What follows belongs to an exercise in optimizing a design on an open flow for small area, a short achievable clock period and few clock cycles; a production flow would make more cautious choices.
No functional check of the RTL was part of any run shown here.
No activity file was given, so power comes from the tool's default toggle rates.

**design.v**
```verilog
module sc_crc_byte (
    input  wire [15:0] crc_in,
    input  wire [7:0]  data,
    output reg  [15:0] crc_out
);
    integer i;
    always @* begin
        crc_out = crc_in ^ {8'h00, data};
        for (i = 0; i < 8; i = i + 1) begin
            if (crc_out[0])
                crc_out = (crc_out >> 1) ^ 16'h8005;
            else
                crc_out = crc_out >> 1;
        end
    end
endmodule
module sc_hex_digit (
    input  wire [3:0] nib,
    output reg  [7:0] ch
);
    always @* begin
        case (nib)
            4'hA:    ch = 8'h41;
            4'hB:    ch = 8'h42;
            4'hC:    ch = 8'h43;
            4'hD:    ch = 8'h44;
            4'hE:    ch = 8'h45;
            4'hF:    ch = 8'h46;
            default: ch = {4'h3, nib};
        endcase
    end
endmodule
module sc_hex_value (
    input  wire [7:0] ch,
    output wire       ok,
    output reg  [3:0] val
);
    wire digit  = (ch[7:4] == 4'h3) && (!ch[3] || ch[2:1] == 2'b00);
    wire letter = (ch[7:6] == 2'b01) && (ch[4:3] == 2'b00) &&
                  (ch[2:0] != 3'd0) && (ch[2:0] != 3'd7);
    assign ok = digit || letter;
    always @* begin
        if (digit)
            val = ch[3:0];
        else
            case (ch[2:0])
                3'd1:    val = 4'hA;
                3'd2:    val = 4'hB;
                3'd3:    val = 4'hC;
                3'd4:    val = 4'hD;
                3'd5:    val = 4'hE;
                default: val = 4'hF;
            endcase
    end
endmodule
module sc_codec (
    input  wire        clk,
    input  wire        rst,
    input  wire        req_valid,
    output wire        req_ready,
    input  wire [63:0] req_word,
    input  wire [9:0]  req_len,
    input  wire        in_valid,
    output wire        in_ready,
    input  wire [7:0]  in_data,
    output wire        out_valid,
    input  wire        out_ready,
    output wire [7:0]  out_data,
    output wire        rsp_valid,
    input  wire        rsp_ready,
    output wire [63:0] rsp_word
);
    localparam F_AA   = 4'd0;
    localparam F_LEN  = 4'd1;
    localparam F_TYPE = 4'd2;
    localparam F_COMB = 4'd3;
    localparam F_DONE = 4'd4;
    localparam F_CRCH = 4'd5;
    localparam F_CRCL = 4'd6;
    localparam F_STOP = 4'd7;
    localparam F_DATA = 4'd8;
    reg        rq_rdy;        
    reg        in_rdy;
    reg        rq_rdy_o, in_rdy_o, ov_o;
    reg        rsp_v;
    reg        su;            
    reg        run;           
    reg        dn;            
    reg [3:0]  op;            
    reg        k_emit;        
    reg        k_parse;       
    reg        k_fr;          
    reg        k_df;          
    reg        k_hexm;        
    reg        k_text;        
    reg [9:0]  rem;           
    reg        rz, r1;        
    reg [7:0]  y0, y1, yc;
    reg [15:0] y16;
    reg [2:0]  st;
    reg [7:0]  T;
    reg        tf;
    reg        td;            
    reg [7:0]  O;
    reg        ov;
    reg [7:0]  S;
    reg        sv;
    reg [3:0]  fph;           
    reg [1:0]  cp;            
    reg        tkb;           
    reg        mal;           
    reg        b0ok;          
    reg        lff;           
    reg        lsm;           
    reg [7:0]  k;             
    reg        kin;           
    reg [1:0]  tr;            
    reg        ma, mb, mc;    
    wire o_crc  = (op == 4'h0);
    wire o_step = (op == 4'h1);
    wire o_pack = (op == 4'h2);
    wire o_unpk = (op == 4'h3);
    wire o_hexb = (op == 4'h4);
    wire o_tok  = (op == 4'h5);
    wire o_hexl = (op == 4'h6);
    wire o_hdl  = (op == 4'h7);
    wire o_fr   = k_fr;
    wire o_df   = k_df;
    wire hexm   = k_hexm;
    wire textin = k_text;
    wire ill    = op[3] & op[2];
    wire bin_in = o_crc || o_hexl || o_fr || (op == 4'h9);    
    wire ovf     = (st == 3'd1);
    wire c_emit  = k_emit;
    wire c_parse = k_parse;
    wire c_sink  = !c_emit && !c_parse;
    wire space   = !sv;
    wire rem_z   = rz;
    wire rem_1   = r1;
    wire req_take = req_valid && rq_rdy;
    wire in_take  = in_valid && in_rdy;
    wire [3:0] nib = (cp == 2'd0) ? T[7:4] : T[3:0];
    wire [7:0] dig;
    sc_hex_digit u_dig (.nib(nib), .ch(dig));
    wire [7:0] ech = !hexm ? T : (cp == 2'd2) ? 8'h20 : dig;
    wire e_dat    = fph[3];
    wire e_sp     = hexm && (cp == 2'd2);
    wire e_push   = run && c_emit && (fph != F_DONE) && space && (tf || e_sp);
    wire e_first  = !hexm || (cp == 2'd0);
    wire e_end    = !hexm || (cp == 2'd1);
    wire e_more   = !rem_z;
    wire e_hdr    = fph[3] || (!fph[2] && fph[1:0] != 2'd0);    
    wire e_crc    = e_push && o_fr && e_first && e_hdr;
    wire e_adv    = e_push && e_end;
    reg  [3:0] nph;
    always @* begin
        if (fph == F_COMB)
            nph = e_more ? F_DATA : F_CRCH;
        else if (e_dat)
            nph = e_more ? F_DATA : (o_hexl ? F_DONE : F_CRCH);
        else if (fph == F_STOP)
            nph = F_DONE;
        else
            case (fph)
                F_AA:    nph = F_LEN;
                F_LEN:   nph = F_TYPE;
                F_TYPE:  nph = F_COMB;
                F_CRCH:  nph = F_CRCL;
                default: nph = F_STOP;
            endcase
    end
    wire [3:0] fph_e = e_adv ? nph : fph;
    wire e_ld     = e_adv && (nph == F_LEN || nph == F_TYPE || nph == F_COMB ||
                              nph == F_CRCL || nph == F_STOP);
    wire e_refill = run && c_emit && (fph == F_CRCH) && !tf;
    wire [2:0] pos    = fph[2:0];
    reg  [2:0] pos_inc;
    always @* begin
        case (pos)
            3'd0: pos_inc = 3'd1;
            3'd1: pos_inc = 3'd2;
            3'd2: pos_inc = 3'd3;
            3'd3: pos_inc = 3'd4;
            3'd4: pos_inc = 3'd5;
            3'd5: pos_inc = 3'd6;
            default: pos_inc = 3'd7;
        endcase
    end
    wire       tv     = tf || td;           
    wire       d_cons = run && c_parse && tv && space;
    wire       d_df   = d_cons && o_df;
    wire       inreg  = (pos == 3'd1) || ((pos >= 3'd2) && kin);
    wire       d_push = d_cons && (o_hdl || (inreg && pos[2]));
    wire [15:0] crc_nx;
    sc_crc_byte u_crc (.crc_in(y16), .data(T), .crc_out(crc_nx));
    wire crc_en = (run && o_crc && tf) || e_crc || (d_df && inreg);
    wire       push  = e_push || d_push;
    wire       pop   = ov && out_ready;
    wire       oload = !ov || pop;
    wire       ov_n  = oload ? (sv || push) : 1'b1;
    wire       sv_n  = (sv || (push && ov)) && !pop;
    wire t_cons = (c_sink && tf) ||
                  e_adv ||
                  d_cons;
    wire       in_ws = (in_data == 8'h20) ||
                       (in_data[7:3] == 5'b00001 &&
                        ((!in_data[2] && in_data[1:0] != 2'b00) || (in_data[2] && !in_data[1])));
    wire       hok;
    wire [3:0] hv;
    sc_hex_value u_hv (.ch(in_data), .ok(hok), .val(hv));
    wire [1:0] cp_inc = (cp == 2'd3) ? 2'd3 : cp + 2'd1;
    wire       tok_ok = (cp == 2'd2) && !tkb;
    wire       tok_l1 = (cp == 2'd1) && !tkb;    
    wire tx_take = in_take && textin;
    wire tf_set  = (in_take && bin_in) || e_ld || e_refill;
    wire td_set  = tx_take && (in_ws ? (cp != 2'd0) : rem_1);
    wire mal_set = tx_take && (in_ws ? (cp != 2'd0 && !tok_ok)
                                     : (rem_1 && !(hok && tok_l1)));
    wire tf_n    = tf_set || (tv && !t_cons);
    wire       rem_nz_n = in_take ? !rem_1 : !rem_z;
    wire tf_nc  = (in_take && (bin_in || (textin && (cp != 2'd0 || rem_1)))) ||
                  e_ld || e_refill || (tv && !t_cons);
    wire cpred  = c_sink ||
                  (!sv_n && (c_parse || (o_fr && !hexm && fph_e == F_DATA)));
    wire fin = run && !su && (c_emit ? (fph == F_DONE) : (rem_z && !tv));
    reg  [2:0] d_st;
    always @* begin
        if (textin && mal)                  d_st = 3'd2;
        else if (pos != 3'd7)               d_st = 3'd3;
        else if (!b0ok || !lff)             d_st = 3'd4;
        else if (lsm || tr != 2'd3)         d_st = 3'd5;
        else if (!mc)                       d_st = 3'd6;
        else                                d_st = 3'd0;
    end
    wire d_err  = fin && o_df && (d_st != 3'd0);
    wire fr_ovf = o_fr && (rem >= 10'd253);
    wire su_fr  = o_fr && !fr_ovf;
    wire rsp_v_n = rsp_v ? !rsp_ready : ((dn || fin) && !ov_n);
    wire [3:0] rop  = req_word[3:0];
    wire       r_ill = ((req_word & 64'hFFFF0000FE0000F0) != 64'd0) || (rop >= 4'hC);
    wire       r_fr = (rop == 4'h8) || (rop == 4'hA);
    always @(posedge clk) begin
        if (rst) begin
            rq_rdy <= 1'b1;
            in_rdy <= 1'b0;
            rq_rdy_o <= 1'b1;
            in_rdy_o <= 1'b0;
            ov_o     <= 1'b0;
            rsp_v  <= 1'b0;
            su     <= 1'b0;
            run    <= 1'b0;
            dn     <= 1'b0;
            tf     <= 1'b0;
            td     <= 1'b0;
            ov     <= 1'b0;
            sv     <= 1'b0;
        end else begin
            if (oload) O <= sv ? S : ech;
            if (push && ov && !pop) S <= ech;
            ov <= ov_n;
            sv <= sv_n;
            ov_o <= push || sv || (ov && !out_ready);
            rsp_v  <= rsp_v_n;
            rq_rdy <= rq_rdy ? !req_valid : (rsp_v && rsp_ready);
            rq_rdy_o <= (rq_rdy && !req_valid) || (rsp_v && rsp_ready);
            dn     <= rsp_v ? 1'b0 : ((dn || fin) && ov_n);
            su     <= req_take;
            if (fin) run <= 1'b0;
            if (req_take) run <= 1'b1;
            in_rdy <= req_take ? (req_len != 10'd0 && !r_fr)
                               : (run && !fin && rem_nz_n && (!tf_nc || cpred));
            in_rdy_o <= (req_take && req_len != 10'd0 && !r_fr) ||
                        (!rq_rdy && run && !fin && rem_nz_n && (!tf_nc || cpred));
            tf     <= rq_rdy ? r_fr : tf_n;
            td     <= td_set;
        end
        if (rq_rdy) begin
            rem <= req_len;
            rz  <= (req_len == 10'd0);
            r1  <= (req_len == 10'd1);
        end else if (in_take) begin
            rem <= rem - 10'd1;
            rz  <= r1;
            r1  <= (rem == 10'd2);
        end
        if (rq_rdy) begin
            op <= r_ill ? 4'hF : rop;
            k_emit  <= !r_ill && (rop == 4'h6 || rop == 4'h8 || rop == 4'hA);
            k_parse <= !r_ill && (rop == 4'h7 || rop == 4'h9 || rop == 4'hB);
            k_fr    <= !r_ill && (rop == 4'h8 || rop == 4'hA);
            k_df    <= !r_ill && (rop == 4'h9 || rop == 4'hB);
            k_hexm  <= !r_ill && (rop == 4'h6 || rop == 4'hA);
            k_text  <= !r_ill && (rop == 4'h7 || rop == 4'hB);
            case (rop)
                4'h6:       fph <= (req_len == 10'd0) ? F_DONE : F_DATA;
                4'h8, 4'hA: fph <= F_AA;
                default:    fph <= F_DATA;
            endcase
            cp   <= (rop == 4'h4) ? 2'd1 : 2'd0;
            tkb  <= 1'b0;
            mal  <= 1'b0;
            tr   <= 2'd0;
        end
        if (rq_rdy)
            y0 <= req_len[7:0] + 8'd3;
        else if (su)
            y0 <= su_fr ? y0 : 8'd0;
        else if ((d_df && pos == 3'd1) || (fin && o_tok && tok_ok))
            y0 <= T;
        else if (fin && o_hexb)
            y0 <= dig;
        else if (d_err)
            y0 <= 8'd0;
        if (rq_rdy)
            y1 <= req_word[15:8];
        else if (su)
            y1 <= o_hexb ? dig : (su_fr ? y1 : 8'd0);
        else if (d_df && pos == 3'd2)
            y1 <= T;
        else if (d_err)
            y1 <= 8'd0;
        if (rq_rdy)
            yc <= {req_word[24], req_word[22:16]};
        else if (su)
            yc <= o_unpk ? T : ((o_pack || su_fr) ? yc : 8'd0);
        else if (d_df && pos == 3'd3)
            yc <= T;
        else if (d_err)
            yc <= 8'd0;
        if (rq_rdy)
            y16 <= req_word[47:32];
        else if (su)
            y16 <= o_step ? crc_nx : ((o_crc || su_fr || o_df) ? 16'hFFFF : 16'h0000);
        else if (crc_en)
            y16 <= crc_nx;
        else if (d_err)
            y16 <= 16'h0000;
        if (rq_rdy)
            st <= 3'd0;
        else if (su)
            st <= ill ? 3'd7 : (fr_ovf ? 3'd1 : 3'd0);
        else if (fin && o_tok && !tok_ok)
            st <= 3'd2;
        else if (fin && o_hdl)
            st <= mal ? 3'd2 : 3'd0;
        else if (fin && o_df)
            st <= d_st;
        if (rq_rdy)
            T <= r_fr ? 8'hAA : req_word[15:8];
        else if (in_take && bin_in)
            T <= in_data;
        else if (e_refill)
            T <= y16[15:8];
        else if (e_ld) begin
            case (nph)
                F_LEN:   T <= y0;
                F_TYPE:  T <= y1;
                F_COMB:  T <= yc;
                F_CRCL:  T <= y16[7:0];
                default: T <= 8'hFF;
            endcase
        end
        if (in_take && (textin || o_tok) && cp == 2'd0) T[7:4] <= hv;
        if (in_take && (textin || o_tok) && cp == 2'd1) T[3:0] <= hv;
        if (su && fr_ovf)
            k_emit <= 1'b0;
        if (su && o_hexb)
            cp <= 2'd0;
        else if (in_take && o_tok)
            cp <= cp_inc;
        else if (tx_take)
            cp <= (in_ws || rem_1) ? 2'd0 : cp_inc;
        else if (e_push && hexm)
            cp <= (cp == 2'd0) ? 2'd1 : ((cp == 2'd1) ? 2'd2 : 2'd0);
        if (in_take && o_tok && !hok)
            tkb <= 1'b1;
        else if (tx_take)
            tkb <= (in_ws || rem_1) ? 1'b0 : (tkb || !hok);
        if (mal_set)
            mal <= 1'b1;
        if (e_push)
            fph <= fph_e;
        else if (d_cons && fph != 4'd15)
            fph <= {fph[3], pos_inc};
        if (d_df) begin
            if (pos == 3'd0) b0ok <= (T == 8'hAA);
            if (pos == 3'd1) lsm  <= (T[7:2] == 6'd0) && (T[1:0] != 2'b11);
            if (pos == 3'd1) begin
                k   <= T;
                kin <= (T[7:1] != 7'd0);
            end
            if (inreg && pos >= 3'd2) begin
                k   <= k - 8'd1;
                kin <= (k[7:2] != 6'd0) || (k[1:0] == 2'd3);
            end
            if (!inreg && pos >= 3'd2 && tr != 2'd3) tr <= tr + 2'd1;
            lff <= (T == 8'hFF);
            ma  <= (T == y16[15:8]);
            mb  <= ma && (T == y16[7:0]);
            mc  <= mb;
        end
    end
    assign req_ready = rq_rdy_o;
    assign in_ready  = in_rdy_o;
    assign rsp_valid = rsp_v;
    assign out_valid = ov_o;
    assign out_data  = O;
    assign rsp_word  = {6'd0, yc[0], yc[7], 1'b0, yc[6:0], y16, yc, y1, y0, 5'd0, st};
endmodule
```
**flow/run.sh**
```bash
#!/bin/bash
# Own layout flow: the standard layout (standard.sh, step by step) with
#  - plain buffers on the ports (buf_1 on req_word and req_len, buf_2 elsewhere)
#    instead of the slow clock-delay cell that
#    buffer_ports picks (flow/post_gp.tcl, after global placement);
#  - a clock tree of clkbuf_8 without dummy loads.
# Each step's output goes to a log file here (ORFS's own logs are in orfs/logs).
set -euo pipefail
W=$(pwd)
export POST_GLOBAL_PLACE_TCL=$W/flow/post_gp.tcl
export CTS_ARGS="-sink_clustering_enable -repair_clock_nets -dont_use_dummy_load -buf_list sky130_fd_sc_hd__clkbuf_8"
bash standard.sh synth > log_synth.txt 2>&1
bash standard.sh floorplan > log_floorplan.txt 2>&1
bash standard.sh place > log_place.txt 2>&1
bash standard.sh cts > log_cts.txt 2>&1
bash standard.sh route > log_route.txt 2>&1
bash standard.sh finish > log_finish.txt 2>&1
```
**flow/post_gp.tcl**
```tcl
# Replace the port buffers that buffer_ports inserted (a slow clock-delay
# cell) with plain buffers: buf_1 on the request word and length inputs,
# which only load registers, and buf_2 on every other port.
set n1 0
set n2 0
foreach inst [[ord::get_db_block] getInsts] {
  set name [$inst getName]
  if {![regexp {^(input|output)[0-9]+$} $name]} { continue }
  set cell sky130_fd_sc_hd__buf_2
  set a [$inst findITerm A]
  if {$a ne "NULL" && [$a getNet] ne "NULL"} {
    set net [[$a getNet] getName]
    if {[string match {req_word*} $net] || [string match {req_len*} $net]} {
      set cell sky130_fd_sc_hd__buf_1
    }
  }
  if {[[$inst getMaster] getName] ne $cell} {
    replace_cell [get_cells $name] $cell
    if {$cell eq "sky130_fd_sc_hd__buf_1"} { incr n1 } else { incr n2 }
  }
}
puts "post_gp: port buffers replaced, $n1 by buf_1 and $n2 by buf_2"
```
**standard.sh**
```bash
#!/bin/bash
# synth_recipe.tcl (not shown) runs the flow's synth.tcl, then flattens the netlist and writes it again
# the make line also repeats each setting of config.mk as NAME=value (left out here)
make -C /OpenROAD-flow-scripts/flow DESIGN_CONFIG=/design/flow/config.mk WORK_HOME=/design/flow/orfs CLKGATE_MAP_FILE= SYNTH_SCRIPT=/design/flow/synth_recipe.tcl "${@:-finish}"
```
**config.mk**
```make
export PLATFORM = sky130hd
export DESIGN_NAME = sc_codec
export DESIGN_NICKNAME = sc_codec
export VERILOG_FILES = /design/flow/design.v
export SDC_FILE = /design/flow/constraint.sdc
export NUM_CORES = 4
export LEC_CHECK = 0
export ABC_AREA = 1
export CAP_MARGIN = 20
export CORE_MARGIN = 2
export CORE_UTILIZATION = 40
export SETUP_SLACK_MARGIN = 5.0
export SLEW_MARGIN = 20
```
**constraint.sdc**
```tcl
create_clock -name core_clock -period 8.0 [get_ports {clk}]
set_input_delay 1.6000 -clock core_clock [delete_from_list [all_inputs] [get_ports {clk}]]
set_output_delay 1.6000 -clock core_clock [all_outputs]
set_load 0.01 [all_outputs]
```
==> results of run 1 <==
-- registers in the layout (all words and copies together) (netlist names), 2 cells and up --
| register | cells |
|---|---|
| O | 8 |
| S | 8 |
| T | 8 |
| cp | 2 |
| fph | 4 |
| k | 8 |
| op | 4 |
| rem | 10 |
| st | 3 |
| tr | 2 |
| y0 | 8 |
| y1 | 8 |
| y16 | 16 |
| yc | 8 |
-- placed cells by master, fill, tap and decap left out, types with 11 or more instances in the layout --
| cell | count |
|---|---|
| a21oi_1 | 47 |
| buf_1 | 72 |
| buf_2 | 77 |
| clkbuf_8 | 17 |
| conb_1 | 12 |
| dfxtp_1 | 21 |
| edfxtp_1 | 104 |
| ha_1 | 11 |
| inv_1 | 125 |
| inv_2 | 15 |
| nand2_1 | 250 |
| nand2_2 | 22 |
| nand3_1 | 80 |
| nand4_1 | 16 |
| nor2_1 | 90 |
| nor3_1 | 18 |
| nor4_1 | 20 |
| o21ai_0 | 77 |
| o21ai_1 | 12 |
| o22ai_1 | 14 |
| xnor2_1 | 11 |
| xor2_1 | 12 |
-- cell families (layout without fill, tap and decap cells) --
logic type	after synthesis	count (layout)	share of synthesized area (%)
other	1	12	0.0451
adders and majority gates	11	11	1.66
buffers and inverters	189	314	9.72
AOI/OAI and AO/OA	204	204	14.3
xor gates and xnor gates	27	27	3.48
DFF	126	126	42.9
and+or+nand+nor	522	522	27.9
-- power breakdown --
| part | switching, mW | internal, mW | leakage [nW] |
|---|---|---|---|
| logic | 0.313 | 0.162 | 2.67 |
| clock network | 0.226 | 0.186 | 0.122 |
| registers | 0.0703 | 0.772 | 1.23 |
-- path summary, 6_finish.rpt --
check / cells past startpoint / slack (ns) / startpoint / end
hold reg to reg: 0 / 0.47 / mb / mc
setup / recovery: 1 / 5.20 / y16[4] / rsp_word[36]
hold / removal: 0 / 0.47 / mb / mc
setup reg to reg: 16 / 5.25 / T[0] / y16[2]
-- routing by layer --
metal / up-vias / track usage, % / part of all wire (%)
met5: - / 0 / 0
met4: 0 / 8.43 / 2.4
met3: 33 / 4.48 / 6.8
met2: 312 / 39.0 / 46
met1: 3668 / 33.9 / 45
li1: 3920 / - / -
-- cells in the mapped netlist (all sizes together) (2+ instances only) --
library cell,count,area [um^2]
buf,34,226
or2,5,31.3
o21ai,90,454
ha,11,138
o22ai,14,87.6
o211ai,8,60.1
o32ai,2,25.0
nor2,102,418
dfxtp,22,440
nand4,17,113
nor3,19,100
a22oi,8,60.1
a31oi,10,62.6
a211oi,3,22.5
edfxtp,104,3120
o2111ai,3,26.3
inv,140,526
nand2,274,1090
xnor2,13,140
o311ai,2,17.5
a21oi,47,235
clkbuf,15,56.3
nor4,20,125
a221oi,4,35.0
xor2,14,149
nor3b,2,15.0
o21bai,2,15.0
o31ai,4,30.0
nand3,81,410
-- through the flow --
step / total power [mW] / cells / util (%)
finish: 1.73 / 1486 / 46.4
global route: 1.82 / 1486 / 46.4
CTS: 1.73 / 1481 / 46.0
detailed placement: 1.32 / 1464 / 44.8
global placement: 1.37 / 1464 / 48.9
floorplan: 1.17 / 1091 / -
-- repair_timing --
action,in CTS,in global routing
setup buffers,0,5
hold buffers,0,0
endpoints found under the hold margin,0,0
gates resized for setup,4,9
setup endpoints to repair,54,63
pin swaps,0,1
-- layout make-up --
type | count | area (um^2) | area share [%]
well taps | 270 | 338 | 3.59
flip-flops and latches | 126 | 3560 | 37.9
repair buffers | 157 | 713 | 7.57
clock buffers | 17 | 234 | 2.48
inverters | 140 | 526 | 5.58
multi-input cells | 776 | 4040 | 42.9
==> impl_metrics.yaml, run 1 <==
outcome:
  status: "complete, no violations"
floorplan:
  start_util_pct: 41.0
  num_io_pins: 164
  die_y_um: 148
  dieWidth_um: 148
  row_count: 52
  coreArea_um2: 20300
  die_area_um2: 22000
critical_path:
  critical_path.startpoint_type: "flip-flop"
  worstPathCellList: "buf_2"
  critical_path.top_delay_family: "flip-flops"
  cp_slowest_cell: "edfxtp_1"
  setup.worst_path.end_class: "output pin"
  crit_required_ns: 6.40
  path_class: "flip-flop to output pin"
  crit_path_max_incr_delay_ns: 0.53
  worstPathArrival_ns: 1.20
  worst-path-max-fanout: 3
  cp_num_buf_inv: 1
min_path:
  min_path_type: "flip-flop to flip-flop"
sta:
  max_freq_mhz: 358
  period_needed_ns: 2.80
  fin_tns_setup_ns: 0
  setup_viol: 0
  setup_slack_ns: 5.20
  max_slew.worst_pin.slew_ns: 0.748
  whs_ns: 0.466
  slew_headroom_pct: 49.9
  drv_slew: 0
  rsz0062_at_grt: "no"
  finalHoldViolCount: 0
  min_period_over_period_pct: 34.9
  clock_skew_ns: 0.0268
yosys:
  synth_cells: 1080
  synth_async_sr_flop_share_pct: 0
  ys_seq_area_share_pct: 42.9
  synth_area_um2: 8310
  synth_edf_count: 104
  ys.flop_type: "edfxtp_1"
  synth-seq-cells: 126
  synth_cell_types: 57
  yosysWarningCount: 4
  avgSynthCellArea_um2: 7.70
final_layout:
  syn2layout_area_growth_pct: 13.3
  fill_cells: 2116
  final_nets: 1317
  drive_above_1_share_pct: 14.0
  antennaDiodeCount: 0
  final_area_um2: 9420
clock_tree:
  cts_buffer_depth: 2
  cts-root-buf: "clkbuf_8"
  clkSinkCount: 126
  clk_latency_ns: 0.46
  cts_htree_levels: 4
  cts_tree: "yes"
  cts_made_buffers: 17
  path_clk_slew_ns: 0.07
route:
  wl_per_cell_um: 18.0
  vias: 7933
  drt_iter0_drc: 705
  drcViolationCount: 0
  first_pass_iters: 5
  ant_nets: 0
  totalWireLength_um: 26700
  viasPerCell: 5.34
placed_design:
  preCtsSetupSlack_ns: 4.52
  dp_hpwl_um: 21100
  dpl_cell_area_um2: 9080
  place.port_buffers: 150
global_routing:
  grt_max_degree: 57
  grt_pass1_wl_um: 41100
  grt-ovfl-total: 0
  grtUsageTotal_pct: 24.6
  grt_pass1_vias: 7367
  antenna_found_initial: 0
power:
  p_leak_nw: 4.02
  irDropWorstVdd_mv: 0.104
  p_per_area_nw_per_um2: 184
run:
  cap_violations: 0
==> run 2: changes to the inputs <==
==> flow/run.sh (replaced) <==
#!/bin/bash
# Own layout flow: the standard layout (standard.sh, step by step) with
#  - plain buffers on the ports (buf_1 on req_word and req_len, buf_2 elsewhere)
#    instead of the slow clock-delay cell that
#    buffer_ports picks (flow/post_gp.tcl, after global placement);
#  - a clock tree of clkbuf_8 without dummy loads;
#  - setup repair aiming at a slack of FLOW_MARGIN ns (standard.sh's make
#    command, with only SETUP_SLACK_MARGIN changed).
# Each step's output goes to a log file here (ORFS's own logs are in orfs/logs).
set -euo pipefail
W=$(pwd)
FLOW_MARGIN=5.3
export POST_GLOBAL_PLACE_TCL=$W/flow/post_gp.tcl
export CTS_ARGS="-sink_clustering_enable -repair_clock_nets -dont_use_dummy_load -buf_list sky130_fd_sc_hd__clkbuf_8"
sed "s/SETUP_SLACK_MARGIN=[0-9.]*/SETUP_SLACK_MARGIN=$FLOW_MARGIN/" standard.sh > own_standard.sh
grep -q "SETUP_SLACK_MARGIN=$FLOW_MARGIN" own_standard.sh
bash own_standard.sh synth > log_synth.txt 2>&1
bash own_standard.sh floorplan > log_floorplan.txt 2>&1
bash own_standard.sh place > log_place.txt 2>&1
bash own_standard.sh cts > log_cts.txt 2>&1
bash own_standard.sh route > log_route.txt 2>&1
bash own_standard.sh finish > log_finish.txt 2>&1
--- a/config.mk
+++ b/config.mk
@@ -5,7 +5,6 @@
 export SDC_FILE = /design/flow/constraint.sdc
 export NUM_CORES = 4
 export LEC_CHECK = 0
-export ABC_AREA = 1
 export CAP_MARGIN = 20
 export CORE_MARGIN = 2
 export CORE_UTILIZATION = 40
==> impl_metrics.yaml, run 2 <==
sta:
  min_period_over_period_pct: 34.3
  whs_ns: 0.425
  fin_tns_setup_ns: 0
  max_freq_mhz: 364
  period_needed_ns: 2.74
  max_slew.worst_pin.slew_ns: 0.739
  setup_viol: 0
  finalHoldViolCount: 0
  slew_headroom_pct: 50.4
  rsz0062_at_grt: "yes"
  clock_skew_ns: 0.0299
  drv_slew: 0
route:
  wl_per_cell_um: 21.0
  ant_nets: 0
  drt_iter0_drc: 675
  vias: 7603
  first_pass_iters: 5
  viasPerCell: 5.89
  drcViolationCount: 0
  totalWireLength_um: 27100
global_routing:
  grt_pass1_wl_um: 40900
  grtUsageTotal_pct: 24.5
  grt_max_degree: 48
  grt_pass1_vias: 6916
  antenna_found_initial: 0
  grt-ovfl-total: 0
yosys:
  yosys-top-cells-count: "nand2_1 (110), edfxtp_1 (104), nor2_1 (64)"
  avgSynthCellArea_um2: 9.41
  ys_seq_area_share_pct: 43.3
  synth_top_area_share_pct: 37.9
  synth_area_leader_cell: "edfxtp_1"
  synth_async_sr_flop_share_pct: 0
  synth_cells: 875
  ys.flop_type: "edfxtp_1"
  ys_top_cells_by_area: "edfxtp_1 (38%), dfxtp_1 (5.3%), nand2_1 (5.0%)"
  synth_edf_count: 104
  synth-seq-cells: 126
  synth_area_um2: 8230
  synth_cell_types: 91
  yosysWarningCount: 4
  synth_most_common_cell: "nand2_1"
final_layout:
  final_common_cell: "nand2_1"
  syn2layout_area_growth_pct: 18.1
  antennaDiodeCount: 0
  final_nets: 1122
  final_cell_mix: "nand2_1 (110), edfxtp_1 (104), buf_2 (73)"
  ff_latch_area_um2: 3570
  top_regs: "y16 x16, rem x10"
  drive_above_1_share_pct: 20.2
  largest_reg_flops: 16
  multi_input_area_um2: 4420
  regMostFlops: "y16"
  fill_cells: 2006
critical_path:
  worst-path-max-fanout: 2
  worstPathCellList: "buf_8 -> or4b_4 -> a21oi_2 -> o21ai_2 -> a31oi_2 -> nor2_1 -> o221a_2"
  setup.worst_path.end_class: "flip-flop"
  r2r_start: "fph[2]"
  rrSetupSlack_ns: 5.39
  worstPathArrival_ns: 3.07
  crit_path_max_incr_delay_ns: 0.52
  cp_slowest_cell: "or4b_4"
  r2r_end: "y0[4]"
  path_class: "input pin to flip-flop"
  reg2reg_depth: 7
  crit_required_ns: 8.33
  critical_path.startpoint_type: "input pin"
clock_tree:
  clk_latency_ns: 0.46
  path_clk_slew_ns: 0.07
  cts_tree: "yes"
  cts_hold_buf: 0
  cts_made_buffers: 17
  clkSinkCount: 126
  cts_buffer_depth: 2
  cts-root-buf: "clkbuf_8"
  cts_htree_levels: 4
floorplan:
  row_count: 52
  num_io_pins: 164
  coreArea_um2: 20200
  dieWidth_um: 147
  die_y_um: 147
  start_util_pct: 40.7
  die_area_um2: 21700
run:
  cap_violations: 0
outcome:
  status: "complete, no violations"
min_path:
  min_path_cells: 0
  hold-path-endpoint: "mc"
  min_path_type: "flip-flop to flip-flop"
  hold_start: "mb"
power:
  p_per_area_nw_per_um2: 190
  irDropWorstVdd_mv: 0.101
  p_leak_nw: 3.65
placed_design:
  place.port_buffers: 150
  dp_hpwl_um: 19700
[run 2: cell count changes after synthesis, moves of 13 or more]
cell      previous run  this run
a22oi_1              8        21
mux2i_1              0        17
nor2_1              94        64
nand2_2             20         0
clkbuf_1            15        30
o21ai_0             77        47
inv_1              125        25
nor2b_1              0        16
a21oi_1             47        31
nand2_1            252       110
nand3_1             80        29
inv_2               15         1
xnor2_1             11        31
[run 2: report_power, final]
| group | switching [mW] | internal [mW] |
|---|---|---|
| logic | 0.314 | 0.238 |
| clock network | 0.228 | 0.186 |
| registers | 0.0876 | 0.792 |
[run 2: layout make-up]
type                    instances  share of cell area [%]
repair buffers                190                    10.9
flip-flops and latches        126                    36.7
multi-input cells             661                    45.5
inverters                      27                    1.12
clock buffers                  17                    2.41
well taps                     270                    3.47
[run 2: logic make-up (layout without fill, tap and decap cells)]
kind of cell,count (synthesis),after routing,synth area share [%]
other cells,1,12,0.0455
xor+xnor,52,52,5.79
mux,28,28,3.57
compound gates,228,228,19.8
fa+ha+maj,11,11,1.67
flops,126,126,43.3
simple gates,330,330,20.1
buf+inv,99,234,5.82
[run 2: repair_timing]
| action | 4_1_cts | 5_1_grt |
|---|---|---|
| setup endpoints to repair | 94 | 69 |
| buffers inserted | 25 | 10 |
| pin swaps | 12 | 7 |
| resized for setup | 31 | 29 |
[run 2: worst max path at each step]
stage / start / end / slack (ns) / cells past startpoint
floorplan: in_data[0] / cp[1] / 4.92 / 7
finish: in_data[3] / cp[1] / 5.26 / 7
CTS: y16[9] / rsp_word[41] / 5.25 / 1
detailed placement: in_valid / T[2] / 4.56 / 6
global placement: in_data[2] / cp[1] / 4.08 / 7
global route: in_data[3] / cp[1] / 5.21 / 7
[run 2: critical path, delay by kind of cell]
family | cells | cell delay (ns)
buf+inv | 1 | 0.09
compound gates | 4 | 0.77
simple gates | 2 | 0.61
[run 2: per-stage QoR]
step                utilization (%)  area [um^2]  worst slack [ns]  cells  power [mW]
floorplan                         -         8370              4.92    886        1.22
global placement               48.6         9840              4.08   1239        1.45
detailed placement             44.5         9000              4.56   1239        1.39
CTS                            47.2         9550              5.25   1281        1.82
global route                   48.1         9730              5.21   1291        1.92
finish                         48.1         9730              5.26   1291        1.85
[run 2: per-layer routing]
layer  global-route usage (%)  wire, um  vias to the layer above
li1                         -         -                     3521
met1                     36.3     12300                     3680
met2                     35.6     12000                      370
met3                     6.27      2380                       32
met4                     6.68       421                        0
met5                        0         0                        -

==> afterwards: timing with drivers on the ports <==
The flow's constraints put no driver on any port. The routed layouts listed below were extracted and timed again, unchanged, in two steps. Step 1 (the two cells are an assumption about what drives the block):
set clk [get_ports {clk}]
set_driving_cell -lib_cell sky130_fd_sc_hd__clkbuf_16 $clk
set_driving_cell -lib_cell sky130_fd_sc_hd__buf_2 [delete_from_list [all_inputs] $clk]
Step 2 adds t to the input delays and takes it off the output delays; t is the mean of the earliest and latest rising clock arrival at the registers after step 1. Input paths then give back, and output paths get back, about the clock's delay inside the block. a / b / c = no drivers / after step 1 / after step 2; a / b = the first two.
| run | shift t [ns] | setup slack, ns | worst hold slack (ns) | worst setup path after step 2 |
|---|---|---|---|---|
| run 1 | 0.493 | 5.204 / 5.161 / 4.744 | 0.466 / 0.466 / 0.466 | input to register |
| run 2 | 0.488 | 5.256 / 5.244 / 4.768 | 0.425 / 0.425 / 0.425 | input to register |
After both steps setup and hold are still met in every run listed. For run 2, which loses most, drivers alone change the setup slack by -0.012 ns; drivers and shift together by -0.488 ns.
